What follows belongs to an exercise in optimizing a design on an open flow for a short achievable clock period and few clock cycles; a production flow would make more cautious choices.
The RTL was checked by simulation tests, not by an equivalence proof against the original design.

===== design/flow/design.v =====
module urisc_dmul15 (
    input  wire [31:0]  d,
    output wire [539:0] m
);
    wire [35:0] d1  = {4'd0, d};
    wire [35:0] d2  = {3'd0, d, 1'b0};
    wire [35:0] d4  = {2'd0, d, 2'b0};
    wire [35:0] d8  = {1'd0, d, 3'b0};
    wire [35:0] d16 = {d, 4'b0};
    wire [35:0] d3  = d2 + d1;
    wire [35:0] d12 = d8 + d4;
    assign m[ 35:  0] = d1;
    assign m[ 71: 36] = d2;
    assign m[107: 72] = d3;
    assign m[143:108] = d4;
    assign m[179:144] = d4 + d1;
    assign m[215:180] = d4 + d2;
    assign m[251:216] = d8 - d1;
    assign m[287:252] = d8;
    assign m[323:288] = d8 + d1;
    assign m[359:324] = d8 + d2;
    assign m[395:360] = d12 - d1;
    assign m[431:396] = d12;
    assign m[467:432] = d12 + d1;
    assign m[503:468] = d16 - d2;
    assign m[539:504] = d16 - d1;
endmodule
module urisc_div_r16 (
    input  wire [31:0]  r_in,
    input  wire [3:0]   n,
    input  wire [539:0] m,
    output reg  [31:0]  r_out,
    output wire [3:0]   q
);
    wire [35:0] t = {r_in, n};
    wire [15:0] ge;             
    wire [31:0] s [0:15];
    assign ge[0] = 1'b1;
    assign s[0]  = t[31:0];
    genvar k;
    generate
        for (k = 1; k < 16; k = k + 1) begin : sub
            wire [36:0] diff = {1'b0, t} - {1'b0, m[36*k-1 -: 36]};
            assign ge[k] = ~diff[36];
            assign s[k]  = diff[31:0];
        end
    endgenerate
    assign q[3] = ge[8];
    assign q[2] = (ge[4] & ~ge[8]) | ge[12];
    assign q[1] = (ge[2] & ~ge[4]) | (ge[6] & ~ge[8]) | (ge[10] & ~ge[12]) | ge[14];
    assign q[0] = (ge[1] & ~ge[2]) | (ge[3] & ~ge[4]) | (ge[5] & ~ge[6]) | (ge[7] & ~ge[8]) |
                  (ge[9] & ~ge[10]) | (ge[11] & ~ge[12]) | (ge[13] & ~ge[14]) | ge[15];
    integer j;
    always @(*) begin
        r_out = 32'd0;
        for (j = 0; j < 15; j = j + 1)
            if (ge[j] & ~ge[j+1]) r_out = r_out | s[j];
        if (ge[15]) r_out = r_out | s[15];
    end
endmodule
module urisc_mul (
    input  wire [31:0] a,
    input  wire [31:0] b,
    output wire [31:0] p
);
    assign p = a * b;
endmodule
module urisc_regfile (
    input  wire        clk,
    input  wire        rst,
    input  wire        we,
    input  wire [4:0]  waddr,
    input  wire [31:0] wdata,
    input  wire [4:0]  ra1,
    input  wire [4:0]  ra2,
    input  wire [4:0]  ra3,
    input  wire [4:0]  ra4,
    output wire [31:0] rd1,
    output wire [31:0] rd2,
    output wire [31:0] rd3,
    output wire [31:0] rd4
);
    reg [31:0] x [0:31];
    integer i;
    always @(posedge clk) begin
        if (rst) begin
            for (i = 0; i < 32; i = i + 1)
                x[i] <= 32'd0;
        end else if (we) begin
            x[waddr] <= wdata;
        end
    end
    assign rd1 = x[ra1];
    assign rd2 = x[ra2];
    assign rd3 = x[ra3];
    assign rd4 = x[ra4];
endmodule
module urisc_core (
    input  wire        clk,
    input  wire        rst,
    input  wire        strict,
    output reg  [15:0] mem_addr,
    input  wire [31:0] mem_rdata,
    output reg  [31:0] mem_wdata,
    output reg         mem_we,
    output wire [31:0] pc,
    output wire [3:0]  flags,
    output wire        retire,
    output wire        halted,
    output wire        faulted,
    output wire [1:0]  fault_cause,
    output wire [31:0] fault_info,
    input  wire [4:0]  dbg_reg_index,
    output wire [31:0] dbg_reg_value
);
    localparam OPC_ADD   = 8'h01, OPC_SUB   = 8'h02, OPC_ZEROS = 8'h03, OPC_XOR   = 8'h04,
               OPC_OR    = 8'h05, OPC_NOTA  = 8'h06, OPC_AND   = 8'h07, OPC_ASL   = 8'h08,
               OPC_ASR   = 8'h09, OPC_LSL   = 8'h0A, OPC_LSR   = 8'h0B, OPC_PASSA = 8'h0C,
               OPC_LCLM  = 8'h0E, OPC_LCLL  = 8'h0F, OPC_LOAD  = 8'h10, OPC_STORE = 8'h11,
               OPC_JAL   = 8'h12, OPC_JR    = 8'h13, OPC_BEQ   = 8'h14, OPC_BNE   = 8'h15,
               OPC_J     = 8'h16, OPC_MUL   = 8'h17, OPC_DIV   = 8'h18, OPC_MOD   = 8'h19,
               OPC_NEG   = 8'h1A, OPC_INC   = 8'h1B, OPC_DEC   = 8'h1C, OPC_LOADI = 8'h1D,
               OPC_STOREI= 8'h1E, OPC_HALT  = 8'hFF;
    localparam FC_MEMRANGE = 2'd1, FC_REGRANGE = 2'd2, FC_ILLEGAL = 2'd3;
    reg        run_q;       
    reg        ev_q;        
    reg        emf_q;       
    reg [31:0] ir;
    reg [31:0] pc_q;        
    reg [3:0]  f_q;
    reg        retire_q;
    reg        halted_q;
    reg        faulted_q;
    reg        strict_q;
    reg [1:0]  fc_q;
    reg [31:0] fi_q;
    reg         dv_busy;
    reg         dv_cnt;
    reg [31:0]  dv_r;
    reg [31:0]  dv_n;
    reg [15:0]  dv_qh;
    reg [539:0] dv_m;
    reg [31:0] ic_data [0:31];
    reg [10:0] ic_tag  [0:31];
    reg [31:0] ic_v;
    wire [7:0]  opc   = ir[31:24];
    wire [7:0]  fa    = ir[23:16];
    wire [7:0]  fb    = ir[15:8];
    wire [7:0]  fc    = ir[7:0];
    wire [23:0] imm24 = ir[23:0];
    wire [15:0] imm16 = ir[23:8];
    wire o_add  = opc == OPC_ADD;
    wire o_sub  = opc == OPC_SUB;
    wire o_zer  = opc == OPC_ZEROS;
    wire o_xor  = opc == OPC_XOR;
    wire o_or   = opc == OPC_OR;
    wire o_nota = opc == OPC_NOTA;
    wire o_and  = opc == OPC_AND;
    wire o_shl  = (opc == OPC_ASL) || (opc == OPC_LSL);
    wire o_asr  = opc == OPC_ASR;
    wire o_lsr  = opc == OPC_LSR;
    wire o_pass = opc == OPC_PASSA;
    wire o_lclm = opc == OPC_LCLM;
    wire o_lcll = opc == OPC_LCLL;
    wire o_ld   = opc == OPC_LOAD;
    wire o_st   = opc == OPC_STORE;
    wire o_jal  = opc == OPC_JAL;
    wire o_jr   = opc == OPC_JR;
    wire o_beq  = opc == OPC_BEQ;
    wire o_bne  = opc == OPC_BNE;
    wire o_j    = opc == OPC_J;
    wire o_mul  = opc == OPC_MUL;
    wire o_div  = opc == OPC_DIV;
    wire o_mod  = opc == OPC_MOD;
    wire o_neg  = opc == OPC_NEG;
    wire o_inc  = opc == OPC_INC;
    wire o_dec  = opc == OPC_DEC;
    wire o_ldi  = opc == OPC_LOADI;
    wire o_sti  = opc == OPC_STOREI;
    wire o_halt = opc == OPC_HALT;
    wire alu3   = o_add | o_sub | o_xor | o_or | o_and | o_mul | o_div | o_mod |
                  o_shl | o_asr | o_lsr;
    wire alu1   = o_nota | o_pass | o_neg;           
    wire is_alu = alu3 | alu1 | o_zer | o_inc | o_dec;
    wire known  = is_alu | o_lclm | o_lcll | o_ld | o_st | o_ldi | o_sti |
                  o_jal | o_jr | o_j | o_beq | o_bne | o_halt;
    wire use_a  = alu3 | alu1 | o_inc | o_dec | o_ld | o_st | o_jr | o_beq | o_bne;
    wire use_b  = alu3 | o_beq | o_bne;
    wire use_c  = alu3 | alu1 | o_zer | o_lclm | o_lcll | o_ld | o_st | o_ldi | o_sti;
    wire bad_a  = use_a && (fa[7:5] != 3'd0);
    wire bad_b  = use_b && (fb[7:5] != 3'd0);
    wire bad_c  = use_c && (fc[7:5] != 3'd0);
    wire illegal = strict_q && !known;
    wire fault  = emf_q | illegal | bad_a | bad_b | bad_c;
    wire act    = run_q & ev_q;             
    wire ex     = act & ~fault;             
    wire is_st  = o_st | o_sti;
    wire is_ld  = o_ld | o_ldi;
    wire port_busy = ex & (is_st | is_ld);
    wire [31:0] ra, rb, rc;
    reg         rf_we;
    reg  [4:0]  rf_wa;
    reg  [31:0] rf_wd;
    urisc_regfile u_rf (
        .clk   (clk),
        .rst   (rst),
        .we    (rf_we),
        .waddr (rf_wa),
        .wdata (rf_wd),
        .ra1   (fa[4:0]),
        .ra2   (fb[4:0]),
        .ra3   (fc[4:0]),
        .ra4   (dbg_reg_index),
        .rd1   (ra),
        .rd2   (rb),
        .rd3   (rc),
        .rd4   (dbg_reg_value)
    );
    wire [32:0] add_s = {1'b0, rb} + {1'b0, rc};
    wire [32:0] sub_s = {1'b0, rb} - {1'b0, rc};
    wire [31:0] neg_s = 32'd0 - ra;
    wire [31:0] inc_s = ra + 32'd1;
    wire [31:0] dec_s = ra - 32'd1;
    wire [31:0] shl_s = rb << rc[4:0];
    wire [31:0] lsr_s = rb >> rc[4:0];
    wire [31:0] asr_s = $signed(rb) >>> rc[4:0];
    wire [31:0] mul_s;
    urisc_mul u_mul (.a(rb), .b(rc), .p(mul_s));
    wire        dz    = (rc == 32'd0);
    wire        dfast = ({4'd0, rb[31:4]} < rc);
    wire [539:0] dm;
    urisc_dmul15 u_dm (.d(rc), .m(dm));
    wire [31:0] dF_r;
    wire [3:0]  dF_q;
    urisc_div_r16 u_dF (.r_in({4'd0, rb[31:4]}), .n(rb[3:0]), .m(dm), .r_out(dF_r), .q(dF_q));
    wire [31:0] dI_r1, dI_r2, dI_r3, dI_r4;
    wire [15:0] dI_q;
    urisc_div_r16 u_dI1 (.r_in(dv_r),  .n(dv_n[31:28]), .m(dv_m), .r_out(dI_r1), .q(dI_q[15:12]));
    urisc_div_r16 u_dI2 (.r_in(dI_r1), .n(dv_n[27:24]), .m(dv_m), .r_out(dI_r2), .q(dI_q[11:8]));
    urisc_div_r16 u_dI3 (.r_in(dI_r2), .n(dv_n[23:20]), .m(dv_m), .r_out(dI_r3), .q(dI_q[7:4]));
    urisc_div_r16 u_dI4 (.r_in(dI_r3), .n(dv_n[19:16]), .m(dv_m), .r_out(dI_r4), .q(dI_q[3:0]));
    wire        dv_op   = o_div | o_mod;
    wire        dv_long = dv_op & ~dv_busy & ~dz & ~dfast;    
    wire        dv_more = dv_op & dv_busy & ~dv_cnt;          
    reg  [31:0] dv_res;
    always @(*) begin
        if (dv_busy)     dv_res = o_div ? {dv_qh, dI_q} : dI_r4;
        else if (dz)     dv_res = 32'd0;
        else             dv_res = o_div ? {28'd0, dF_q} : dF_r;
    end
    reg [31:0] alu_r;
    reg        alu_c, alu_o;
    always @(*) begin
        alu_c = 1'b0;
        alu_o = 1'b0;
        alu_r = 32'd0;
        if (o_add) begin
            alu_r = add_s[31:0];
            alu_c = add_s[32];
            alu_o = (rb[31] == rc[31]) && (add_s[31] != rb[31]);
        end
        if (o_sub) begin
            alu_r = sub_s[31:0];
            alu_c = sub_s[32];
            alu_o = (rb[31] != rc[31]) && (sub_s[31] != rb[31]);
        end
        if (o_xor)  alu_r = rb ^ rc;
        if (o_or)   alu_r = rb | rc;
        if (o_and)  alu_r = rb & rc;
        if (o_mul)  alu_r = mul_s;
        if (dv_op)  alu_r = dv_res;
        if (o_shl)  alu_r = shl_s;
        if (o_asr)  alu_r = asr_s;
        if (o_lsr)  alu_r = lsr_s;
        if (o_nota) alu_r = ~ra;
        if (o_pass) alu_r = ra;
        if (o_neg)  alu_r = neg_s;
        if (o_inc)  alu_r = inc_s;
        if (o_dec)  alu_r = dec_s;
    end
    wire [3:0] alu_f = {alu_r[31], (alu_r == 32'd0), alu_c, alu_o};
    wire [31:0] seq    = pc_q + 32'd1;
    wire [31:0] br_tgt = seq + {{24{fc[7]}}, fc};
    wire        eq     = (ra == rb);
    wire        taken  = (o_beq & eq) | (o_bne & ~eq);
    reg  [31:0] npc;
    always @(*) begin
        if (o_j | o_jal)  npc = {8'd0, imm24};
        else if (o_jr)    npc = ra;
        else if (taken)   npc = br_tgt;
        else              npc = seq;
    end
    wire        stall   = dv_long | dv_more;                  
    wire        done    = ex & ~stall;              
    wire        stop    = act & (fault | o_halt);   
    wire [31:0] faddr   = ev_q ? npc : pc_q;
    wire        f_oor   = faddr[31:16] != 16'd0;
    wire        want_f  = run_q & ~stop & ~(ev_q & stall);
    wire [15:0] daddr = (o_ldi | o_sti) ? {fb, fc} : o_ld ? ra[15:0] : rc[15:0];
    wire [31:0] sdata = o_sti ? rc : ra;
    wire [4:0]  fidx  = faddr[4:0];
    wire        c_hit = ic_v[fidx] && (ic_tag[fidx] == faddr[15:5]) &&
                        !(ex && is_st && daddr == faddr[15:0]);
    wire        f_ok  = want_f & (f_oor | c_hit | ~port_busy);
    wire        fill  = want_f & ~f_oor & ~port_busy;
    wire [4:0]  sidx  = daddr[4:0];
    wire        s_upd = ex && is_st && ic_v[sidx] && (ic_tag[sidx] == daddr[15:5]);
    always @(*) begin
        mem_addr  = port_busy ? daddr : faddr[15:0];
        mem_wdata = sdata;
        mem_we    = ex & is_st;
    end
    always @(*) begin
        rf_we = done & (is_alu | o_lclm | o_lcll | is_ld | o_jal);
        if (alu3 | o_inc | o_dec) rf_wa = fa[4:0];
        else if (o_jal)           rf_wa = 5'd31;
        else                      rf_wa = fc[4:0];
        if (is_ld)       rf_wd = mem_rdata;
        else if (o_lclm) rf_wd = {imm16, rc[15:0]};
        else if (o_lcll) rf_wd = {rc[31:16], imm16};
        else if (o_jal)  rf_wd = seq;
        else             rf_wd = alu_r;
    end
    integer k;
    always @(posedge clk) begin
        if (rst) begin
            run_q    <= 1'b1;
            ev_q     <= 1'b0;
            emf_q    <= 1'b0;
            pc_q     <= 32'd0;
            f_q      <= 4'd0;
            retire_q <= 1'b0;
            halted_q <= 1'b0;
            faulted_q<= 1'b0;
            fc_q     <= 2'd0;
            fi_q     <= 32'd0;
            strict_q <= strict;
            dv_busy  <= 1'b0;
            dv_cnt   <= 1'b0;
            ic_v     <= 32'd0;
        end else begin
            retire_q <= done;
            if (done) begin
                pc_q <= npc;
                if (is_alu) f_q <= alu_f;
                if (o_halt) begin
                    halted_q <= 1'b1;
                    run_q    <= 1'b0;
                end
            end
            if (act & fault) begin
                run_q     <= 1'b0;
                faulted_q <= 1'b1;
                if (emf_q) begin
                    fc_q <= FC_MEMRANGE;
                    fi_q <= pc_q;
                end else if (illegal) begin
                    fc_q <= FC_ILLEGAL;
                    fi_q <= ir;
                end else if (bad_a) begin
                    fc_q <= FC_REGRANGE;
                    fi_q <= {22'd0, 2'd1, fa};
                end else if (bad_b) begin
                    fc_q <= FC_REGRANGE;
                    fi_q <= {22'd0, 2'd2, fb};
                end else begin
                    fc_q <= FC_REGRANGE;
                    fi_q <= {22'd0, 2'd3, fc};
                end
            end
            if (!(ev_q & stall)) begin
                ev_q  <= f_ok;
                emf_q <= f_oor;
                if (c_hit) ir <= ic_data[fidx];
                else       ir <= mem_rdata;
            end
            dv_busy <= ex & (dv_long | dv_more);
            dv_cnt  <= dv_more;
            if (dv_long) begin
                dv_m <= dm;
                dv_n <= rb;
                dv_r <= 32'd0;
            end
            if (dv_more) begin
                dv_r  <= dI_r4;
                dv_n  <= {dv_n[15:0], 16'd0};
                dv_qh <= dI_q;
            end
            if (fill) begin
                ic_data[fidx] <= mem_rdata;
                ic_tag[fidx]  <= faddr[15:5];
                ic_v[fidx]    <= 1'b1;
            end
            if (s_upd) ic_data[sidx] <= sdata;
        end
    end
    assign pc          = pc_q;
    assign flags       = f_q;
    assign retire      = retire_q;
    assign halted      = halted_q;
    assign faulted     = faulted_q;
    assign fault_cause = fc_q;
    assign fault_info  = fi_q;
endmodule

===== design/flow/flow/run.sh =====
#!/bin/bash
# Standard layout, with timing repair asked to leave 46 ns of setup slack
# (the clock period and constraints are unchanged).
set -o pipefail
bash standard.sh SETUP_SLACK_MARGIN=46 finish > standard.log 2>&1

===== design/flow/standard.sh =====
#!/bin/bash
# synth_recipe.tcl (not shown) runs the flow's synth.tcl, then flattens the netlist and writes it again
# the make line also repeats each setting of config.mk as NAME=value (left out here)
make -C /OpenROAD-flow-scripts/flow DESIGN_CONFIG=/design/flow/config.mk WORK_HOME=/design/flow/orfs CLKGATE_MAP_FILE= SYNTH_SCRIPT=/design/flow/synth_recipe.tcl "${@:-finish}"

===== design/flow/config.mk =====
export PLATFORM = sky130hd
export DESIGN_NAME = urisc_core
export DESIGN_NICKNAME = urisc_core
export VERILOG_FILES = /design/flow/design.v
export SDC_FILE = /design/flow/constraint.sdc
export NUM_CORES = 8
export LEC_CHECK = 0
export CAP_MARGIN = 40
export CORE_MARGIN = 2
export CORE_UTILIZATION = 40
export SLEW_MARGIN = 30

===== design/flow/constraint.sdc =====
create_clock -name core_clock -period 80.0 [get_ports {clk}]
set_input_delay 16.0000 -clock core_clock [delete_from_list [all_inputs] [get_ports {clk}]]
set_output_delay 16.0000 -clock core_clock [all_outputs]
set_load 0.01 [all_outputs]

==> summary.txt, run 1 <==
Timing
  – Fin crit period: approximately 34 ns
  – FMAX: between 20 and 30 MHz
  – Clock skew: 0.1203 ns
  – Final hold slack: about 0.48 ns
  – RSZ-0062 raised after global routing: true
  – Fin. max-slew vios: 0
  – Ratio of final minimum period to clock period: 0.4286
  – Rel. slew slack: 0.2626
  – Slew @ Worst Pin: around 1.1 ns
  – TNS Setup: 0 ns
  – Final Hold Vio Count: 0
  – Final setup fails: 0

Synthesis
  – Leading area contributor after synthesis: edfxtp_1
  – Yosys top cell area share: 0.2707
  – Mapped Cells: between 30000 and 40000
  – Synth Area in Adders: 0.1494
  – Async set-reset flop share out of synthesis: 0
  – Synthesized cell area: 0.3082 mm2
  – Largest family of logic cells by synthesized area: compound AO/OA/AOI/OAI gates
  – Yosys Warn Count: 3
  – Synth cell types: between 100 and 150
  – Synth Area in Simple Gates: 0.1443
  – Multiplexer share of the synthesized area: 0.1311
  – Top post-synthesis cells by area: edfxtp_1, ha_1, mux4_2
  – Number of synthesized flops with an enable pin: about 2800
  – Post-Synth XOR/XNOR Area: 0.06485
  – Prevailing post-synth register cell: edfxtp_1
  – Post-synthesis sequential area ratio: 0.2788
  – Compound-Gate Fraction of Synth Area: 0.1910
  – Mean Syn Cell Area: roughly 9.6 um2
  – Yosys reg bits: just under 3000
  – Syn_nets: approximately 36000

Clock network
  – Root buffer cell: clkbuf_16
  – Htree depth: 5
  – Clock latency (worst-skew pair): roughly 1.1 ns
  – CTS tree: built
  – Clk pin slew, worst setup/hold paths: 0.07 ns
  – CTS Buf Count: 306
  – Max clock buf depth: 4
  – Clk sink count: approximately 2900

Placed design
  – Dpl cells: ~43000
  – IO Port Bufs: roughly 190
  – GPL Wtd Cong: between 1 and 1.5
  – Post-DP HPWL: 1409 mm

Global routing
  – Gr ovfl total: 0
  – Largest net degree at the start of global routing: around 140
  – Vias in the first global route: a little under 300k
  – Antenna violations before repair: around 220
  – Gr usage total: 0.4598
  – First-pass GRT wire length: roughly 2500 mm

Floorplan
  – Die H: roughly 880 um
  – Die area: ~0.8 mm2
  – Ports: approximately 190
  – Total core area: 0.7683 mm2
  – Row count: 322
  – Die Width: roughly 900 um
  – Initial Util: 0.4011

Finish
  – Share of cells above drive strength 1: 0.1424
  – Area of the multi-input gates: 0.2125 mm2
  – Sequential cell area: between 0.08 and 0.09 mm2
  – Finished Layout Cells: ~44000
  – Final nets: ~37000
  – Area growth from synthesis to final layout: 12.26%
  – # fillers: between 70000 and 80000

Critical path
  – CP Capture Type: primary output
  – R2R depth: 86
  – Crit path kind: in -> out
  – Startpoint types: input pin
  – Req. time, crit path: between 60 and 70 ns
  – Crit-path max FO: 7
  – WP data arrival: between 15 and 20 ns
  – Reg-to-reg slack, setup: roughly 50 ns

Route
  – Antenna-violating nets left: 0
  – Remaining DRCs: 0
  – 1st-iter DRT viols: between 40000 and 50000
  – DRT Pass-1 Iters: 10
  – WL final: around 1800 mm
  – Vias: 304943
  – Avg WL per Cell: ~42 um
  – Via/cell ratio: between 6 and 7

Status
  – Status: no timing/DRC/antenna violations

Hold path
  – Hold Path Depth: 2
  – Worst Hold Class: reg -> reg

Run
  – # Max-Cap Violations: 0
[metal layers]
layer | part of all wire | wire length [um] | GRT usage
met5 | 0.00038 | 704 | 0.006583
met4 | 0.15 | 271100 | 0.5366
met3 | 0.10 | 186700 | 0.1316
met2 | 0.44 | 818600 | 0.7222
met1 | 0.31 | 569900 | 0.4577
[registers in the layout (all words and copies together), names as in the netlist, 2 cells and up, named ones only]
register  count
ic_data    1024
u_rf.x     1024
ic_tag      352
dv_m        265
dv_n         32
dv_r         32
fi_q         32
ic_v         32
ir           32
pc_q         32
dv_qh        16
f_q           4
fc_q          2
[per-stage QoR]
stage / setup WS [ns] / cell area, um2 / util
final: 45.72 / 346000 / 0.4503
after global routing: 45.75 / 345600 / 0.4499
after global placement: 43.00 / 329700 / 0.4292
after floorplan: 46.03 / 308200 / -
after CTS: 45.76 / 344100 / 0.4479
after detailed placement: 43.30 / 332400 / 0.4326
[cells by family after synthesis]
group,count (synthesis)
flip-flops,2903
AO/OA/AOI/OAI,8865
AND/OR/NAND/NOR,9573
XOR/XNOR,2282
adder cells (fa/ha/maj),3411
multiplexers,1982
buffers and inverters,3218
[final timing paths]
| kind | start | to |
|---|---|---|
| max reg2reg | dv_m[505] | u_rf.x[22][7] |
| min reg2reg | ic_v[16] | ic_v[16] |
| min | ic_v[16] | ic_v[16] |
| max | dbg_reg_index[0] | dbg_reg_value[24] |
[layout make-up]
cell class              count  area share
clock buffers             374     0.02356
repair buffers           1915     0.05051
clock inverters           170    0.005012
diodes                    184    0.001331
well taps               10206     0.03691
flip-flops and latches   2903      0.2485
inverters                1831     0.01992
multi-input cells       26113      0.6142
[worst max-delay path, cell delays in order]
cell    delay [ns]
buf_16        0.17
buf_16        0.21
buf_12        0.14
buf_16        0.12
mux4_2        0.52
mux4_2        0.56
mux2_4        0.38
buf_6         0.15
[Yosys cell counts, types with 759 or more instances]
library cell	n
nor2_1	3333
ha_1	2962
edfxtp_1	2778
a21oi_1	2428
nand2_1	2407
inv_1	1807
mux4_2	1616
xnor2_1	1496
o21ai_0	1479
clkbuf_1	967
a21o_1	899
xor2_1	786
nand3_1	759
[repair_timing]
item	in CTS	in global routing
cloned	30	2
endpoints found under the setup margin	32	32
resized for setup	227	37
hold buffers	0	0
setup buffers	52	11
[cell usage in the layout (no fill, tap or decap), drive strengths merged, types with 224 or more instances in the layout]
cell type / count
o21a: 414
xnor2: 1496
o21bai: 309
nor3: 629
fa: 449
nor2: 3345
nand2b: 483
a22oi: 370
and3: 243
buf: 1719
ha: 2962
inv: 1836
o211ai: 274
o21ai: 1493
clkbuf: 397
mux4: 1616
a211oi: 475
a31oi: 284
nor2b: 382
or3: 224
a21oi: 2436
edfxtp: 2778
nand4: 331
nand2: 2412
nand3: 761
xor2: 786
a21o: 899
Testbench counts, summed over its fixed seeds: cycles 43,142.
==> inputs of run 2 (changes only) <==
--- a/design/flow/design.v
+++ b/design/flow/design.v
@@ -60,2 +60,49 @@
 endmodule
+module urisc_div_small #(
+    parameter W = 8
+) (
+    input  wire [31:0]  n,
+    input  wire [W-1:0] d,
+    output wire [31:0]  q,
+    output wire [W-1:0] r
+);
+    wire [W+3:0] m [1:15];
+    genvar k, i;
+    generate
+        for (k = 1; k < 16; k = k + 1) begin : mul
+            assign m[k] = d * k;
+        end
+    endgenerate
+    wire [W-1:0] rr [0:8];
+    assign rr[0] = {W{1'b0}};
+    generate
+        for (i = 0; i < 8; i = i + 1) begin : st
+            wire [W+3:0] t = {rr[i], n[31-4*i -: 4]};
+            wire [15:0]  ge;
+            wire [W-1:0] s [0:15];
+            assign ge[0] = 1'b1;
+            assign s[0]  = t[W-1:0];
+            for (k = 1; k < 16; k = k + 1) begin : sub
+                wire [W+4:0] diff = {1'b0, t} - {1'b0, m[k]};
+                assign ge[k] = ~diff[W+4];
+                assign s[k]  = diff[W-1:0];
+            end
+            assign q[31-4*i]   = ge[8];
+            assign q[30-4*i]   = (ge[4] & ~ge[8]) | ge[12];
+            assign q[29-4*i]   = (ge[2] & ~ge[4]) | (ge[6] & ~ge[8]) | (ge[10] & ~ge[12]) | ge[14];
+            assign q[28-4*i]   = (ge[1] & ~ge[2]) | (ge[3] & ~ge[4]) | (ge[5] & ~ge[6]) | (ge[7] & ~ge[8]) |
+                                 (ge[9] & ~ge[10]) | (ge[11] & ~ge[12]) | (ge[13] & ~ge[14]) | ge[15];
+            reg [W-1:0] ro;
+            integer j;
+            always @(*) begin
+                ro = {W{1'b0}};
+                for (j = 0; j < 15; j = j + 1)
+                    if (ge[j] & ~ge[j+1]) ro = ro | s[j];
+                if (ge[15]) ro = ro | s[15];
+            end
+            assign rr[i+1] = ro;
+        end
+    endgenerate
+    assign r = rr[8];
+endmodule
 module urisc_mul (
@@ -145,2 +192,4 @@
     reg [31:0] ic_v;
+    localparam PF_W = 8;
+    reg [16:0] pf_q;
     wire [7:0]  opc   = ir[31:24];
@@ -241,4 +290,8 @@
     urisc_div_r16 u_dI4 (.r_in(dI_r3), .n(dv_n[19:16]), .m(dv_m), .r_out(dI_r4), .q(dI_q[3:0]));
+    wire        dsm = (rc[31:8] == 24'd0);
+    wire [31:0] dS_q;
+    wire [7:0]  dS_r;
+    urisc_div_small #(.W(8)) u_dS (.n(rb), .d(rc[7:0]), .q(dS_q), .r(dS_r));
     wire        dv_op   = o_div | o_mod;
-    wire        dv_long = dv_op & ~dv_busy & ~dz & ~dfast;    
+    wire        dv_long = dv_op & ~dv_busy & ~dz & ~dfast & ~dsm;    
     wire        dv_more = dv_op & dv_busy & ~dv_cnt;          
@@ -246,5 +299,5 @@
     always @(*) begin
-        if (dv_busy)     dv_res = o_div ? {dv_qh, dI_q} : dI_r4;
-        else if (dz)     dv_res = 32'd0;
-        else             dv_res = o_div ? {28'd0, dF_q} : dF_r;
+        if (dz)          dv_res = 32'd0;
+        else if (dfast)  dv_res = o_div ? {28'd0, dF_q} : dF_r;
+        else             dv_res = o_div ? dS_q : {24'd0, dS_r};
     end
@@ -280,3 +333,5 @@
     end
-    wire [3:0] alu_f = {alu_r[31], (alu_r == 32'd0), alu_c, alu_o};
+    wire [31:0] dI_res = o_div ? {dv_qh, dI_q} : dI_r4;
+    wire [3:0]  alu_f  = dv_busy ? {dI_res[31], (dI_res == 32'd0), 2'b00}
+                                 : {alu_r[31], (alu_r == 32'd0), alu_c, alu_o};
     wire [31:0] seq    = pc_q + 32'd1;
@@ -303,4 +358,35 @@
                         !(ex && is_st && daddr == faddr[15:0]);
-    wire        f_ok  = want_f & (f_oor | c_hit | ~port_busy);
-    wire        fill  = want_f & ~f_oor & ~port_busy;
+    wire        seq_in  = seq[31:16] == 16'd0;
+    wire [4:0]  qidx    = seq[4:0];
+    wire        seq_hit = seq_in && ic_v[qidx] && (ic_tag[qidx] == seq[15:5]);
+    wire        ctrl    = o_j | o_jal | o_jr | o_beq | o_bne | o_halt;
+    wire        pf_slot = act & ~fault & ~port_busy & (stall | (~ctrl & seq_hit));
+    reg  [16:0] pf_addr;
+    reg         pf_found;
+    reg         pf_all;        
+    integer     pj;
+    always @(*) begin
+        pf_addr  = pf_q;
+        pf_found = 1'b0;
+        pf_all   = seq_in;
+        for (pj = 3; pj >= 0; pj = pj - 1) begin : probe
+            reg [16:0] a;
+            reg [16:0] d;
+            reg        win, hit;
+            a   = pf_q + pj;
+            d   = a - {1'b0, seq[15:0]};
+            win = seq_in && !a[16] && d != 17'd0 && d <= PF_W;
+            hit = ic_v[a[4:0]] && (ic_tag[a[4:0]] == a[15:5]);
+            if (win && !hit) begin
+                pf_addr  = a;
+                pf_found = 1'b1;
+            end
+            if (!(win && hit)) pf_all = 1'b0;
+        end
+    end
+    wire        pf_go = pf_slot & pf_found;
+    wire        f_ok  = want_f & (f_oor | c_hit | (~port_busy & ~pf_go));
+    wire        fill  = want_f & ~f_oor & ~port_busy & ~pf_go;
+    wire [16:0] f_dist = pf_q - {1'b0, faddr[15:0]};
+    wire        f_win  = ~f_oor && f_dist != 17'd0 && f_dist <= PF_W;
     wire [4:0]  sidx  = daddr[4:0];
@@ -308,3 +394,3 @@
     always @(*) begin
-        mem_addr  = port_busy ? daddr : faddr[15:0];
+        mem_addr  = port_busy ? daddr : pf_go ? pf_addr[15:0] : faddr[15:0];
         mem_wdata = sdata;
@@ -317,3 +403,4 @@
         else                      rf_wa = fc[4:0];
-        if (is_ld)       rf_wd = mem_rdata;
+        if (dv_busy)     rf_wd = dI_res;
+        else if (is_ld)  rf_wd = mem_rdata;
         else if (o_lclm) rf_wd = {imm16, rc[15:0]};
@@ -393,2 +480,10 @@
             end
+            if (pf_go) begin
+                ic_data[pf_addr[4:0]] <= mem_rdata;
+                ic_tag[pf_addr[4:0]]  <= pf_addr[15:5];
+                ic_v[pf_addr[4:0]]    <= 1'b1;
+            end
+            if (pf_go)            pf_q <= pf_addr + 17'd1;
+            else if (pf_slot & pf_all) pf_q <= pf_q + 17'd4;
+            else if (!f_win)      pf_q <= {1'b0, faddr[15:0]} + 17'd1;
             if (s_upd) ic_data[sidx] <= sdata;
==> design/flow/run.sh (new file) <==
#!/bin/bash
# synth_recipe.tcl (not shown) runs the flow's synth.tcl, then flattens the netlist and writes it again
# the make line also repeats each setting of config.mk as NAME=value (left out here)
make -C /OpenROAD-flow-scripts/flow DESIGN_CONFIG=/design/flow/config.mk WORK_HOME=/design/flow/orfs CLKGATE_MAP_FILE= SYNTH_SCRIPT=/design/flow/synth_recipe.tcl finish
removed: design/flow/flow/run.sh
removed: design/flow/standard.sh
==> run 2 against run 1 <==
  * Still clean on timing, DRC and antenna
  * Sequential share of layout area fell by 3.4 points
  * Via count rose by 18%
  * Flip-flop and latch count rose by 22
  * Global-route usage fell by 1.1 points
  * Fmax fell by 8.8%
  * Cell count rose by 18%
  * Synthesized cell count rose by 20%
  * Count of clock-buffer cells in the layout rose by 6
  * Core utilization fell by 0.42 points
  * Largest cell class unchanged
==> summary.txt, run 2 <==
Critical path
  – Crit-path max FO: 42
  – Crit path top cell by count: a21oi_1
  – CP Capture Type: flip-flop
  – CP Depth: ~140
  – Req. time, crit path: 80.74 ns
  – Crit path kind: reg -> reg
  – Crit path buffers/inverters: 21
  – Slowest stage delay, CP: a little under 0.9 ns
  – Worst reg2reg path endpoint: u_rf.x[11][4]
  – WP data arrival: 38.34 ns
  – Reg-to-reg slack, setup: 42.40 ns
  – Slowest-stage cell, CP: nor4b_1
  – R2R depth: 137
  – Startpoint types: flip-flop
  – CP top delay family: compound AO/OA/AOI/OAI gates

Floorplan
  – Die H: ~960 um
  – Row count: approximately 350
  – Ports: 194
  – Initial Util: 0.4016
  – Total core area: about 0.9 mm2
  – Die area: between 0.9 and 1 mm2
  – Die Width: roughly 960 um

Route
  – Remaining DRCs: 0
  – 1st-iter DRT viols: around 50000
  – WL final: between 2000 and 2500 mm
  – Vias: approximately 360k
  – DRT Pass-1 Iters: 8
  – Via/cell ratio: between 6 and 7
  – Avg WL per Cell: between 40 and 50 um
  – Antenna-violating nets left: 0

Timing
  – Clock skew: approximately 0.13 ns
  – Final setup fails: 0
  – Final hold slack: just under 0.5 ns
  – Final Hold Vio Count: 0
  – Fin crit period: between 30 and 40 ns
  – Rel. slew slack: 0.1790
  – FMAX: between 20 and 30 MHz
  – Fin. max-slew vios: 0
  – TNS Setup: 0 ns
  – Ratio of final minimum period to clock period: 0.4700
  – RSZ-0062 raised after global routing: false
  – Slew @ Worst Pin: roughly 1.2 ns

Clock network
  – CTS Buf Count: around 320
  – Post-CTS Setup Inserts: 0
  – Htree depth: 5
  – Clk pin slew, worst setup/hold paths: around 0.06 ns
  – Post-cts repair resize count: 0
  – Clock latency (worst-skew pair): about 1.1 ns
  – CTS tree: built
  – Max clock buf depth: 4
  – Clk sink count: 2925
  – CTS hold repair buffers: 0
  – Root buffer cell: clkbuf_16

Synthesis
  – Synthesized cell area: ~0.36 mm2
  – Async set-reset flop share out of synthesis: 0
  – Commonest cells post-synth: ha_1, nor2_1, nand2_1
  – Post-synthesis sequential area ratio: 0.2385
  – Mean Syn Cell Area: 9.412 um2
  – Compound-Gate Fraction of Synth Area: 0.1927
  – Syn_nets: roughly 43000
  – Synth cell types: roughly 130
  – Synth Area in Simple Gates: 0.1452
  – Number of synthesized flops with an enable pin: 2795
  – Yosys reg bits: around 2900
  – Mapped Cells: just under 40000
  – Prevailing post-synth register cell: edfxtp_1
  – Synth Area in Adders: 0.1707
  – Yosys top cell area share: 0.2313
  – Largest family of logic cells by synthesized area: compound AO/OA/AOI/OAI gates
  – Multiplexer share of the synthesized area: 0.1469
  – Yosys Warn Count: 4
  – Post-Synth XOR/XNOR Area: 0.06201
  – Leading area contributor after synthesis: edfxtp_1
  – Top post-synthesis cells by area: edfxtp_1, ha_1, mux4_2
  – Most frequent cell after synthesis: ha_1

Global routing
  – Gr ovfl total: 0
  – Antenna violations before repair: 240
  – Largest net degree at the start of global routing: 132
  – Vias in the first global route: 346559
  – Gr usage total: 0.4492
  – First-pass GRT wire length: roughly 2900 mm

Hold path
  – WHS Endpoint: faulted_q
  – Worst Hold Class: reg -> reg
  – Hold Startpoint: faulted_q
  – Hold Path Depth: 2

Finish
  – Top Registers: ic_data x1024, u_rf.x x1024, ic_tag x352
  – Share of cells above drive strength 1: 0.1379
  – Area growth from synthesis to final layout: 11.08%
  – Most frequent cells in the layout: ha_1, nor2_1, nand2_1
  – Finished Layout Cells: 51658
  – Final nets: roughly 44000
  – Post-layout util: 0.4461
  – Commonest non-fill, non-tap cell in the layout: ha_1

Placed design
  – Dpl cells: 50798
  – Post-DP HPWL: ~1600 mm
  – IO Port Bufs: slightly below 200
  – GPL Wtd Cong: roughly 1.1

Run
  – # Max-Cap Violations: 0

Status
  – Status: no timing/DRC/antenna violations
==> run 2: cell count changes after synthesis, moves of 165 or more <==
cell      before   now
a21boi_0      94   559
a21o_1       899  1064
clkbuf_1     967  1153
ha_1        2962  4089
inv_1       1807  2458
mux4_2      1616  2148
nand2_1     2407  3030
nor2b_1      381   585
nor3_1       628   944
o21a_1       414   582
o21ai_0     1479  2071
==> run 2: tightest hold or removal path, cell delays in order (launching register included) <==
cell and delay [ns]:
dfxtp_1 0.34, nor2_1 0.05, nor2_1 0.07
==> run 2: worst max path at each step <==
stage / startpoint / end / slack (ns)
final: flip-flop / u_rf.x[11][4] / 42.40
after global routing: flip-flop / u_rf.x[12][4] / 41.32
after CTS: flip-flop / u_rf.x[17][6] / 43.16
after detailed placement: flip-flop / u_rf.x[14][5] / 43.33
after global placement: flip-flop / u_rf.x[3][7] / 40.95
after floorplan: flip-flop / u_rf.x[0][2] / 45.49
==> run 2: per-layer routing <==
| metal | vias up | share of wire | GRT usage |
|---|---|---|---|
| met5 | - | 0.00050 | 0.003210 |
| met2 | 26797 | 0.42 | 0.6760 |
| li1 | 147726 | - | - |
| met3 | 7957 | 0.11 | 0.1263 |
| met1 | 178568 | 0.35 | 0.5203 |
| met4 | 84 | 0.11 | 0.4075 |
==> run 2: final cells by class <==
cell class	count	area (um2)
fill	86054	500500
multi-input combinational	31496	263400
sequential	2925	86610
timing repair buffer	2027	17280
tap	11934	14930
inverter	2490	9392
clock buffer	380	8361
clock inverter	212	2549
antenna	194	485.5
==> run 2: logic make-up (layout without fill, tap and decap cells) <==
group,count (synthesis),count (layout)
fa+ha+maj,4627,4627
xor+xnor,2569,2569
mux,2617,2617
simple gates,11201,11201
buf+inv,4129,5109
flops,2925,2925
other cells,0,194
compound gates,10482,10482
==> run 2: stage by stage <==
step	setup WS, ns	cell area [um2]
final	42.40	403000
after global routing	41.32	402600
after CTS	43.16	401600
after detailed placement	43.33	390700
after global placement	40.95	387800
after floorplan	45.49	362800
Testbench counts of run 2, summed over its fixed seeds: cycles 42,696.
==> inputs of run 3 (changes only) <==
--- a/design/flow/design.v
+++ b/design/flow/design.v
@@ -184,7 +184,7 @@
     reg         dv_busy;
-    reg         dv_cnt;
+    reg [1:0]   dv_cnt;
     reg [31:0]  dv_r;
-    reg [31:0]  dv_n;
-    reg [15:0]  dv_qh;
-    reg [539:0] dv_m;
+    reg [23:0]  dv_n;
+    reg [15:0]  dv_q;
+    reg [31:0]  dv_d;
     reg [31:0] ic_data [0:31];
@@ -284,9 +284,4 @@
     urisc_div_r16 u_dF (.r_in({4'd0, rb[31:4]}), .n(rb[3:0]), .m(dm), .r_out(dF_r), .q(dF_q));
-    wire [31:0] dI_r1, dI_r2, dI_r3, dI_r4;
-    wire [15:0] dI_q;
-    urisc_div_r16 u_dI1 (.r_in(dv_r),  .n(dv_n[31:28]), .m(dv_m), .r_out(dI_r1), .q(dI_q[15:12]));
-    urisc_div_r16 u_dI2 (.r_in(dI_r1), .n(dv_n[27:24]), .m(dv_m), .r_out(dI_r2), .q(dI_q[11:8]));
-    urisc_div_r16 u_dI3 (.r_in(dI_r2), .n(dv_n[23:20]), .m(dv_m), .r_out(dI_r3), .q(dI_q[7:4]));
-    urisc_div_r16 u_dI4 (.r_in(dI_r3), .n(dv_n[19:16]), .m(dv_m), .r_out(dI_r4), .q(dI_q[3:0]));
-    wire        dsm = (rc[31:8] == 24'd0);
+    wire        dsm  = (rc[31:8] == 24'd0);
+    wire        dbig = (rc[31:16] != 16'd0);
     wire [31:0] dS_q;
@@ -294,5 +289,11 @@
     urisc_div_small #(.W(8)) u_dS (.n(rb), .d(rc[7:0]), .q(dS_q), .r(dS_r));
+    wire [539:0] dIm;
+    urisc_dmul15 u_dIm (.d(dv_d), .m(dIm));
+    wire [31:0] dI_r1, dI_r2;
+    wire [3:0]  dI_q1, dI_q2;
+    urisc_div_r16 u_dI1 (.r_in(dv_r),  .n(dv_n[23:20]), .m(dIm), .r_out(dI_r1), .q(dI_q1));
+    urisc_div_r16 u_dI2 (.r_in(dI_r1), .n(dv_n[19:16]), .m(dIm), .r_out(dI_r2), .q(dI_q2));
     wire        dv_op   = o_div | o_mod;
     wire        dv_long = dv_op & ~dv_busy & ~dz & ~dfast & ~dsm;    
-    wire        dv_more = dv_op & dv_busy & ~dv_cnt;          
+    wire        dv_more = dv_op & dv_busy & (dv_cnt != 2'd1);         
     reg  [31:0] dv_res;
@@ -333,3 +334,3 @@
     end
-    wire [31:0] dI_res = o_div ? {dv_qh, dI_q} : dI_r4;
+    wire [31:0] dI_res = o_div ? {8'd0, dv_q, dI_q1, dI_q2} : dI_r2;
     wire [3:0]  alu_f  = dv_busy ? {dI_res[31], (dI_res == 32'd0), 2'b00}
@@ -425,3 +426,4 @@
             dv_busy  <= 1'b0;
-            dv_cnt   <= 1'b0;
+            dv_cnt   <= 2'd0;
+            pf_q     <= 17'd0;
             ic_v     <= 32'd0;
@@ -464,12 +466,20 @@
             dv_busy <= ex & (dv_long | dv_more);
-            dv_cnt  <= dv_more;
             if (dv_long) begin
-                dv_m <= dm;
-                dv_n <= rb;
-                dv_r <= 32'd0;
+                dv_d <= rc;
+                dv_q <= 16'd0;
+                if (dbig) begin
+                    dv_r   <= {16'd0, rb[31:16]};
+                    dv_n   <= {rb[15:0], 8'd0};
+                    dv_cnt <= 2'd2;
+                end else begin
+                    dv_r   <= {24'd0, rb[31:24]};
+                    dv_n   <= rb[23:0];
+                    dv_cnt <= 2'd3;
+                end
             end
             if (dv_more) begin
-                dv_r  <= dI_r4;
-                dv_n  <= {dv_n[15:0], 16'd0};
-                dv_qh <= dI_q;
+                dv_r   <= dI_r2;
+                dv_n   <= {dv_n[15:0], 8'd0};
+                dv_q   <= {dv_q[7:0], dI_q1, dI_q2};
+                dv_cnt <= dv_cnt - 2'd1;
             end
==> design/flow/flow/run.sh (new file) <==
#!/bin/bash
# Standard layout (the standard.sh, standard synthesis), with timing
# repair asked to leave 47 ns of setup slack and allowed to resize cells
# to other footprints, and more antenna repair passes. The clock period and
# constraints are unchanged.
set -o pipefail
bash standard.sh SETUP_SLACK_MARGIN=47 MATCH_CELL_FOOTPRINT=0 \
    MAX_REPAIR_ANTENNAS_ITER_GRT=10 MAX_REPAIR_ANTENNAS_ITER_DRT=10 finish > standard.log 2>&1
==> design/flow/standard.sh (new file) <==
#!/bin/bash
# synth_recipe.tcl (not shown) runs the flow's synth.tcl, then flattens the netlist and writes it again
# the make line also repeats each setting of config.mk as NAME=value (left out here)
make -C /OpenROAD-flow-scripts/flow DESIGN_CONFIG=/design/flow/config.mk WORK_HOME=/design/flow/orfs CLKGATE_MAP_FILE= SYNTH_SCRIPT=/design/flow/synth_recipe.tcl "${@:-finish}"
--- a/design/flow/config.mk
+++ b/design/flow/config.mk
@@ -7,2 +7,3 @@
 export LEC_CHECK = 0
+export ABC_AREA = 1
 export CAP_MARGIN = 40
removed: design/flow/run.sh
==> run 3 against run 2 <==
  * Fmax up 9.9%
  * Critical path depth is 123 lower
  * Via count down 0.22%
  * Wire length fell by 11%
  * Register-to-register slack gained 5.9 ns
  * Count of clock-buffer cells in the layout down 5
  * Synthesized cell count rose by 16%
  * Hold slack worse by 0.018 ns
  * Sequential share of layout area is 0.53 points higher
==> summary.txt, run 3 <==
Status
  – Status: no timing/DRC/antenna violations

Synthesis
  – Yosys top cell area share: 0.2353
  – Post-Synth XOR/XNOR Area: 0.06394
  – Commonest cells post-synth: nand2_1, a21oi_1, o21ai_0
  – Synth Area in Simple Gates: 0.1871
  – Number of synthesized flops with an enable pin: 2537
  – Synthesized cell area: between 0.3 and 0.4 mm2
  – Compound-Gate Fraction of Synth Area: 0.2500
  – Leading area contributor after synthesis: edfxtp_1
  – Synth cell types: between 90 and 100
  – Yosys reg bits: 2685
  – Synth Area in Adders: 0.1696
  – Syn_nets: around 50000
  – Async set-reset flop share out of synthesis: 0
  – Mean Syn Cell Area: a little over 7 um2
  – Prevailing post-synth register cell: edfxtp_1
  – Mapped Cells: between 40000 and 50000
  – Multiplexer share of the synthesized area: 0.0003787
  – Top post-synthesis cells by area: edfxtp_1, ha_1, a21oi_1
  – Yosys Warn Count: 4
  – Post-synthesis sequential area ratio: 0.2444
  – Largest family of logic cells by synthesized area: compound AO/OA/AOI/OAI gates
  – Most frequent cell after synthesis: nand2_1

Critical path
  – Slowest stage delay, CP: ~0.56 ns
  – Worst reg2reg path endpoint: u_rf.x[15][6]
  – Crit path kind: in -> out
  – CP Capture Type: primary output
  – R2R depth: 167
  – Slowest-stage cell, CP: a32oi_4
  – Reg-to-reg slack, setup: 48.27 ns
  – Crit path cell chain: buf_12 -> buf_12 -> clkinv_16 -> buf_16 -> buf_16 -> clkbuf_16 -> a21oi_2 -> o21ai_1 -> o21ai_1 -> nor2_1 -> nor2_1 -> o21ai_2 -> a32oi_4 -> buf_2
  – Startpoint types: input pin
  – WP data arrival: between 15 and 20 ns
  – Req. time, crit path: 64.00 ns
  – Crit-path max FO: 7

Hold path
  – Worst Hold Class: reg -> reg
  – WHS Endpoint: fi_q[5]
  – Hold Path Depth: 2
  – Hold Startpoint: fi_q[5]

Timing
  – Fin. max-slew vios: 0
  – Final Hold Vio Count: 0
  – Final setup fails: 0
  – Ratio of final minimum period to clock period: 0.4279
  – TNS Setup: 0 ns
  – Clock skew: 0.1288 ns
  – Rel. slew slack: 0.1582
  – Fin crit period: around 34 ns
  – FMAX: 29.21 MHz
  – Slew @ Worst Pin: approximately 1.3 ns
  – RSZ-0062 raised after global routing: true

Floorplan
  – Die Width: about 900 um
  – Initial Util: 0.4011
  – Ports: a little under 200
  – Row count: 330
  – Die H: around 900 um
  – Die area: 0.8167 mm2
  – Total core area: 0.8072 mm2

Clock network
  – CTS tree: built
  – Root buffer cell: clkbuf_16
  – Htree depth: 5
  – Clock latency (worst-skew pair): 1.11 ns
  – Clk pin slew, worst setup/hold paths: 0.06 ns
  – CTS Buf Count: 320
  – Max clock buf depth: 4
  – Clk sink count: around 2700

Route
  – WL final: 1898 mm
  – 1st-iter DRT viols: slightly below 60000
  – Remaining DRCs: 0
  – Via/cell ratio: 6.471
  – Avg WL per Cell: about 34 um
  – Vias: between 300k and 400k
  – DRT Pass-1 Iters: 9
  – Antenna-violating nets left: 0

Finish
  – Post-layout util: 0.4457
  – # fillers: about 81000
  – Most frequent cells in the layout: nand2_1, a21oi_1, o21ai_0
  – Share of cells above drive strength 1: 0.06881
  – Area growth from synthesis to final layout: 11.12%
  – Final nets: slightly below 50000
  – Top Registers: ic_data x1024, u_rf.x x1024, ic_tag x352
  – Commonest non-fill, non-tap cell in the layout: nand2_1

Global routing
  – Gr ovfl total: 0
  – Antenna violations before repair: roughly 150
  – First-pass GRT wire length: roughly 2600 mm
  – Vias in the first global route: between 300k and 400k
  – Largest net degree at the start of global routing: ~200
  – Gr usage total: 0.4405

Run
  – # Max-Cap Violations: 0

Placed design
  – IO Port Bufs: approximately 190
  – Post-DP HPWL: approximately 1300 mm
  – GPL Wtd Cong: between 1 and 1.5
-- run 3: cell count changes in the layout (fill, tap and decap cells not counted), sizes merged, moves of 770 or more --
cell   delta
o21ai  +3284
mux4   -2148
a21oi  +3247
a21o    -941
ha      -770
nor2   +1269
xnor2   -897
nand3  +2035
inv    +2145
nand2  +2914
-- run 3: kinds of logic after synthesis --
logic type / Yosys count
AO/OA/AOI/OAI: 14342
XOR/XNOR: 2362
adder cells (fa/ha/maj): 3988
buffers and inverters: 6971
flip-flops: 2685
multiplexers: 12
AND/OR/NAND/NOR: 14385
-- run 3: how the worst max path moves through the flow --
stage | endpoint | cells past startpoint | start
finish | dbg_reg_value[22] | 14 | dbg_reg_index[1]
global route | dbg_reg_value[22] | 14 | dbg_reg_index[1]
CTS | dbg_reg_value[27] | 11 | dbg_reg_index[1]
detailed placement | dbg_reg_value[22] | 13 | dbg_reg_index[1]
global placement | dbg_reg_value[25] | 13 | dbg_reg_index[1]
floorplan | dbg_reg_value[10] | 10 | dbg_reg_index[0]
-- run 3: per-stage QoR --
stage                     setup WS, ns  area (um2)  hold slack (ns)  cells
after floorplan                  46.84      324400           0.4716  44745
after global placement           42.60      341300           0.4546  54626
after detailed placement         42.94      343600           0.4581  54749
after CTS                        45.90      357700           0.4755  55462
after global routing             45.83      359500           0.4949  55567
final                            45.77      359800           0.4762  55681
-- run 3: worst max-delay path: cells and delay by family --
family | cells | cell delay [ns]
buffers and inverters | 7 | 1.04
AND/OR/NAND/NOR | 2 | 0.19
AO/OA/AOI/OAI | 5 | 0.93
-- run 3: final cells by class --
class / instances / area, um2 / share of cell area
antenna: 129 / 322.8 / 0.0008972
clock buffer: 375 / 8341 / 0.02318
clock inverter: 209 / 2466 / 0.006855
inverter: 4661 / 17810 / 0.04949
multi-input combinational: 35091 / 220800 / 0.6136
sequential: 2685 / 79220 / 0.2202
tap: 10790 / 13500 / 0.03752
timing repair buffer: 1725 / 17100 / 0.04753
timing repair inverter: 16 / 271.5 / 0.0007547
-- run 3: repair_timing --
action,4_1_cts,5_1_grt
hold buffers,0,0
setup endpoints to repair,289,289
setup buffers,57,26
cloned,72,11
endpoints found under the hold margin,0,0
resized for setup,481,170
pin swaps,70,68
-- run 3: layer usage --
metal / share of wire / GRT usage
met2: 0.40 / 0.6303
met3: 0.13 / 0.1424
met1: 0.37 / 0.5527
met5: 0.00058 / 0.002893
met4: 0.093 / 0.3257
Testbench counts of run 3, summed over its fixed seeds: cycles 42,743.

==> re-timing with driven ports <==
In the flow no input, the clock included, has a driving cell. The finished layouts below were timed again as built, in two steps.
Step 1 assumes that a clkbuf_16 drives the clock port and a buf_2 every other input.
Step 2 also shifts input and output timing later by t, the mid clock arrival at the registers, as if the neighbouring blocks saw the same clock.
Slacks: ideal ports / drivers / drivers and shift; pairs: ideal ports / drivers.
| run | t (ns) | setup WS [ns] | worst hold slack (ns) | worst setup path after step 2 | worst register clock-pin slew, ns |
|---|---|---|---|---|---|
| run 1 | 1.194 | 45.715 / 45.404 / 45.404 | 0.484 / 0.484 / 0.484 | input to output | 0.08 / 0.08 |
| run 2 | 1.216 | 42.397 / 42.397 / 42.397 | 0.494 / 0.494 / 0.494 | register to register | 0.08 / 0.08 |
| run 3 | 1.198 | 45.770 / 45.503 / 45.503 | 0.476 / 0.476 / 0.476 | input to output | 0.08 / 0.08 |
After both steps setup and hold are still met in every run listed. The setup slack of run 1, which loses most, moves by -0.311 ns with the drivers and by -0.311 ns with both steps.
